Source: an optimization exercise on an open RTL-to-GDS flow (aim: small area, a short achievable clock period and few clock cycles). Production flows keep margins and buffers that such runs may drop.
The RTL was checked by simulation tests, not by an equivalence proof against the original design.
No activity file was given, so power comes from the tool's default toggle rates.

== the previous run ==
Design elliott900, start of the top module:
module elliott900 (
    input  wire        clk,
    input  wire        rst,           
    input  wire [17:0] start_addr,    
    input  wire [31:0] limit,         
    output wire        mem_req,
    output wire        mem_we,
    output wire [13:0] mem_addr,
    output wire [17:0] mem_wdata,
    input  wire        mem_ack,
    input  wire [17:0] mem_rdata,
    output wire        io_req,
    output wire [2:0]  io_dev,
    output wire [7:0]  io_out,
    input  wire        io_ack,
    input  wire [7:0]  io_in,
    input  wire [1:0]  io_status,
    output wire        halted,
    output wire [4:0]  exit_code,
    output wire [2:0]  fatal_cause,
    output wire [13:0] stop_addr,
    output wire [17:0] acc_a,
    output wire [17:0] acc_q
);
==> flow/config.mk <==
export PLATFORM = sky130hd
export DESIGN_NAME = elliott900
export DESIGN_NICKNAME = elliott900
export VERILOG_FILES = /design/flow/design.v
export SDC_FILE = /design/flow/constraint.sdc
export NUM_CORES = 4
export LEC_CHECK = 0
export CAP_MARGIN = 20
export CORE_MARGIN = 2
export CORE_UTILIZATION = 40
export PLACE_DENSITY = 0.6
export SETUP_SLACK_MARGIN = 3.25
export SLEW_MARGIN = 20
==> flow/constraint.sdc <==
create_clock -name core_clock -period 7.0 [get_ports {clk}]
set_input_delay 1.4000 -clock core_clock [delete_from_list [all_inputs] [get_ports {clk}]]
set_output_delay 1.4000 -clock core_clock [all_outputs]
set_load 0.01 [all_outputs]
run.sh (not shown) runs the stock make flow with config.mk's settings and CLKGATE_MAP_FILE= SYNTH_SCRIPT=/design/flow/synth_recipe.tcl, a recipe that flattens the netlist after the stock synthesis.
The previous run reached the final stage; the timing, DRC and antenna checks on its layout passed.
Testbench counts of the previous run, summed over its fixed seeds: cycles 108,188.
Inputs modified between the previous run and the current run:
==> flow/flow/run.sh (new file) <==
#!/bin/bash
# The standard layout, with the port buffers that buffer_ports inserts made
# plain buffers (buf_2) instead of the delay cell it picks by default.
set -euo pipefail
export BUFFER_PORTS_ARGS="-buffer_cell sky130_fd_sc_hd__buf_2"
bash standard.sh > standard.log 2>&1
==> flow/standard.sh (new file) <==
#!/bin/bash
# synth_recipe.tcl (not shown) runs the flow's synth.tcl, then flattens the netlist and writes it again
# the make line also repeats each setting of config.mk as NAME=value (left out here)
make -C /OpenROAD-flow-scripts/flow DESIGN_CONFIG=/design/flow/config.mk WORK_HOME=/design/flow/orfs CLKGATE_MAP_FILE= SYNTH_SCRIPT=/design/flow/synth_recipe.tcl "${@:-finish}"
removed: flow/run.sh
--- outcome ---
- The current run: total met3 wirelength after detailed routing lower than the previous run
- From the previous run to the current run the numbers moved as follows: proportion of power drawn by combinational gates down 1.6 points, design area down about 6%, post-layout total power down 1.4%.

* * *

== rev 12 ==
elliott900, a different RTL version from the one above (not shown whole).
For scale: ~2400 cells after synthesis, about 230 flip-flops, roughly 190 I/O pins, roughly 19000 um2 of cells after synthesis.
Design elliott900, start of the top module:
module elliott900 (
    input  wire        clk,
    input  wire        rst,           
    input  wire [17:0] start_addr,    
    input  wire [31:0] limit,         
    output wire        mem_req,
    output wire        mem_we,
    output wire [13:0] mem_addr,
    output wire [17:0] mem_wdata,
    input  wire        mem_ack,
    input  wire [17:0] mem_rdata,
    output wire        io_req,
    output wire [2:0]  io_dev,
    output wire [7:0]  io_out,
    input  wire        io_ack,
    input  wire [7:0]  io_in,
    input  wire [1:0]  io_status,
    output wire        halted,
    output wire [4:0]  exit_code,
    output wire [2:0]  fatal_cause,
    output wire [13:0] stop_addr,
    output wire [17:0] acc_a,
    output wire [17:0] acc_q
);
Settings: LEC_CHECK=0, CAP_MARGIN=20, CORE_MARGIN=2, CORE_UTILIZATION=40, PLACE_DENSITY=0.6, SETUP_SLACK_MARGIN=2.5, SLEW_MARGIN=20; clock period 7.0 ns.
Stock flow here: none of the scripts above is used.
Rev 12 finished end to end and its layout was clean on timing, DRC and antenna.
Testbench counts of rev 12, summed over its fixed seeds: cycles 108,064.
Relative to rev 12, the following input files were edited for rev 13:
- changing SETUP_SLACK_MARGIN from 2.5 to 4.0
## What came out
Looking at DRC violation total after the first TritonRoute iteration across rev 12 and rev 13, the one that comes out lower is rev 12.
Post-layout total power (rev 13 / rev 12): 1.06
The worst hold slack of rev 13 is higher than that of rev 12.
Most common cell after layout, fill and taps aside = buf_4: rev 13; most common cell after layout, fill and taps aside = nand2_1: rev 12
~same number of instances in the placed design in rev 12 and rev 13
Clock edge transition at the registers on the reported setup and hold paths: rev 12 vs rev 13, no meaningful difference
Looking at finished layout cell area across rev 12 and rev 13, the one that comes out higher is rev 13.
Rev 13 gives less sequential power share than rev 12 did.
The clock power was comparable across rev 12 and rev 13.

* * *

v58:
Another version of the RTL of elliott900 (not shown whole).
Size in the first run: about 2,500 cells after synthesis, ~230 flip-flops, roughly 190 I/O pins, roughly 0.020 mm2 of cells after synthesis.
==> flow/config.mk <==
export PLATFORM = sky130hd
export DESIGN_NAME = elliott900
export DESIGN_NICKNAME = elliott900
export VERILOG_FILES = /design/flow/design.v
export SDC_FILE = /design/flow/constraint.sdc
export NUM_CORES = 4
export LEC_CHECK = 0
export CAP_MARGIN = 20
export CORE_MARGIN = 2
export CORE_UTILIZATION = 40
export PLACE_DENSITY = 0.6
export SETUP_SLACK_MARGIN = 3.25
export SLEW_MARGIN = 20
==> flow/constraint.sdc <==
create_clock -name core_clock -period 7.0 [get_ports {clk}]
set_input_delay 1.4000 -clock core_clock [delete_from_list [all_inputs] [get_ports {clk}]]
set_output_delay 1.4000 -clock core_clock [all_outputs]
set_load 0.01 [all_outputs]
standard.sh (not shown) runs the stock make flow with config.mk's settings and CLKGATE_MAP_FILE= SYNTH_SCRIPT=/design/flow/synth_recipe.tcl, a recipe that flattens the netlist after the stock synthesis.
==> flow/flow/run.sh <==
#!/bin/bash
# The standard layout, with the port buffers that buffer_ports inserts made
# plain buffers (buf_2) instead of the delay cell it picks by default.
set -euo pipefail
export BUFFER_PORTS_ARGS="-buffer_cell sky130_fd_sc_hd__buf_2"
bash standard.sh > standard.log 2>&1
v58 reached the final stage; the timing, DRC and antenna checks on its layout passed.
Testbench counts of v58, summed over its fixed seeds: cycles 105,734.
--- input diff v58..v34 ---
# v58
export LEC_CHECK = 0
export CAP_MARGIN = 20
export CORE_MARGIN = 2
export CORE_UTILIZATION = 40
export PLACE_DENSITY = 0.6
export SETUP_SLACK_MARGIN = 3.25
export SLEW_MARGIN = 20
create_clock -name core_clock -period 7.0 [get_ports {clk}]
# v34
export LEC_CHECK = 0
export CAP_MARGIN = 20
export CORE_MARGIN = 2
export CORE_UTILIZATION = 45
export PLACE_DENSITY = 0.65
export SETUP_SLACK_MARGIN = 3.0
export SLEW_MARGIN = 20
create_clock -name core_clock -period 7.0 [get_ports {clk}]
Notes after the runs:
| met3 wirelength from detailed routing | v34 vs v58 | 3.7% lower |. Looking only at total area of multi-input combinational cells, and setting everything else aside, the higher value of v34 and v58 goes to v58. Synthesized area: v34 vs v58 identical. v58 -> v34: total number of vias decreased slightly. Shortest period the worst path allows | v34 above v58. | final worst setup slack | v34 vs v58 | worse |. Clock network power share (higher): v34. v58 vs v34, end point of the critical path: cin_r$_DFFE_PN_ vs invy_r$_DFFE_PN_. The met1 usage of v34 and that of v58 are within noise of each other. Clock skew: v34 better than v58. Endpoint arrival time on the critical path in v34 is 160 ps higher than in v58. Die height, v34 vs v58: down by a few percent.
#### Input delta (v27 over v34)
# v34
export LEC_CHECK = 0
export CAP_MARGIN = 20
export CORE_MARGIN = 2
export CORE_UTILIZATION = 45
export PLACE_DENSITY = 0.65
export SETUP_SLACK_MARGIN = 3.0
export SLEW_MARGIN = 20
create_clock -name core_clock -period 7.0 [get_ports {clk}]
# v27
export LEC_CHECK = 0
export CAP_MARGIN = 20
export CORE_MARGIN = 2
export CORE_UTILIZATION = 45
export PLACE_DENSITY = 0.65
export SETUP_SLACK_MARGIN = 3.5
export SLEW_MARGIN = 20
create_clock -name core_clock -period 7.0 [get_ports {clk}]
Results
Utilization after layout was lower in the run labelled v34.
In v27, the reported clock group power came out about 3% below the value in v34.
v27 ends up with a critical path depth that is 5 higher than in v34.
Looking at post-layout net count across v27 and v34, the one that comes out higher is v27.
Diff v27 and v34: global-route usage higher in v27
Relative to v27, the following input files were edited for v5:
# v27
export LEC_CHECK = 0
export CAP_MARGIN = 20
export CORE_MARGIN = 2
export CORE_UTILIZATION = 45
export PLACE_DENSITY = 0.65
export SETUP_SLACK_MARGIN = 3.5
export SLEW_MARGIN = 20
create_clock -name core_clock -period 7.0 [get_ports {clk}]
# v5
export LEC_CHECK = 0
export CAP_MARGIN = 20
export CORE_MARGIN = 2
export CORE_UTILIZATION = 50
export PLACE_DENSITY = 0.7
export SETUP_SLACK_MARGIN = 3.25
export SLEW_MARGIN = 20
create_clock -name core_clock -period 7.0 [get_ports {clk}]
## What came out
Non-clock buffer instance count of the final layout on v5 is down relative to v27. When v5 is measured against v27, its width of the die turns out about 5% lower. Going from v27 to v5, the ratio of cells with drive above 1 in the final layout was found to have gone down by 7.1 points. Looking at length of routed met2 wiring, v5 sits 5.7% lower than v27 does. Taking v27 as the reference, in v5 combined buffer and inverter count along the critical path increased by 2 relative to the old numbers, sequential share of cell area increased by 1.7 points relative to the old numbers, fmax increased by 1.9% relative to the old numbers, critical path depth decreased by 2 relative to the old numbers, die area decreased by about 10% relative to the old numbers. Compared with v27, v5 shows a lower clock-buffer cell count. Of the two values seen for worst setup path startpoint, pre_r$_DFFE_PP_ was produced by v27 and shl$_DFFE_PP_ by v5.
What v20 does differently from v5 at the input level:
# v5
export LEC_CHECK = 0
export CAP_MARGIN = 20
export CORE_MARGIN = 2
export CORE_UTILIZATION = 50
export PLACE_DENSITY = 0.7
export SETUP_SLACK_MARGIN = 3.25
export SLEW_MARGIN = 20
create_clock -name core_clock -period 7.0 [get_ports {clk}]
# v20
export LEC_CHECK = 0
export CAP_MARGIN = 20
export CORE_MARGIN = 2
export CORE_UTILIZATION = 45
export PLACE_DENSITY = 0.65
export SETUP_SLACK_MARGIN = 3.25
export SLEW_MARGIN = 20
create_clock -name core_clock -period 7.0 [get_ports {clk}]
--- outcome ---
Compared with v5, in v20 sum of routed wire length over all layers rose by 0.72%; delay of the slowest cell on the worst path rose by 150 ps; sequential share of layout area barely changed. Summary — routability congestion estimate from global placement, v20 relative to v5: lower, by 3.9%. v20 ends up with a number of non-clock buffers that is 1.0% higher than in v5. Ratio of routed vias to standard cells: v20 vs v5 down about 3.3%. Compared with v5, v20 shows a final area that is about 0.33% lower. Cell leakage power (v20 over v5): decrease, about 1%. Looking at the reports, v20 completed the entire flow and the layout it produced met the timing, DRC and antenna checks.
Changes in v9 relative to v20:
# v20
export LEC_CHECK = 0
export CAP_MARGIN = 20
export CORE_MARGIN = 2
export CORE_UTILIZATION = 45
export PLACE_DENSITY = 0.65
export SETUP_SLACK_MARGIN = 3.25
export SLEW_MARGIN = 20
create_clock -name core_clock -period 7.0 [get_ports {clk}]
# v9
export LEC_CHECK = 0
export CAP_MARGIN = 20
export CORE_MARGIN = 2
export CORE_UTILIZATION = 50
export PLACE_DENSITY = 0.7
export SETUP_SLACK_MARGIN = 3.0
export SLEW_MARGIN = 20
create_clock -name core_clock -period 7.0 [get_ports {clk}]
Results
- Every run in the comparison, v20 and v9, completed the flow with a clean layout.
- v9 ends up with a sequential share of cell area that is 0.49 points higher than in v20.
- Total power: v20 and v9 compared, lower one is v20
- Total routed wirelength in v9 is 1.4% lower than in v20
- Between v20 and v9, the cell count went down.
- Between v9 and v20, the critical path required time figures differ only marginally.
- Looking at part of the power in combinational logic, v9 sits 0.7 points below v20.

## re-timing with driven ports
No port has a modelled driver above. Below, the same layouts with a new extraction and two added sets of constraints. Step 1: set_driving_cell puts a clkbuf_16 on clk and a buf_2 on each other input, an assumption about the parent block. Step 2 moves the port delays by t, midway between the first and last clock arrival at a register: inputs arrive t later, outputs are due t later. That takes back most of the time a late clock gives input paths. Three values: ideal, step 1, step 2; two values: the first two.
run | t (ns) | slack for setup (ns) | worst register clock-pin slew, ns | pins driven straight from the clock port
the previous run | 0.627 | 2.619 / 2.619 / 2.428 | 0.07 / 0.07 | 1
the current run | 0.637 | 2.800 / 2.800 / 2.411 | 0.07 / 0.07 | 1
rev 12 | 0.635 | 2.528 / 2.528 / 1.982 | 0.07 / 0.07 | 1
rev 13 | 0.647 | 2.856 / 2.856 / 2.856 | 0.07 / 0.07 | 1
v58 | 0.632 | 3.059 / 3.059 / 2.481 | 0.07 / 0.07 | 1
v34 | 0.660 | 2.930 / 2.946 / 2.286 | 0.07 / 0.07 | 1
v27 | 0.646 | 2.992 / 2.992 / 2.535 | 0.08 / 0.08 | 1
v5 | 0.636 | 3.065 / 3.065 / 2.465 | 0.07 / 0.07 | 1
v20 | 0.635 | 3.098 / 3.108 / 2.488 | 0.07 / 0.07 | 1
v9 | 0.635 | 2.973 / 2.973 / 2.388 | 0.07 / 0.07 | 1
After both steps every run listed still meets setup and hold. The setup slack of v34, which loses most, moves by +0.016 ns with the drivers and by -0.644 ns with both steps.
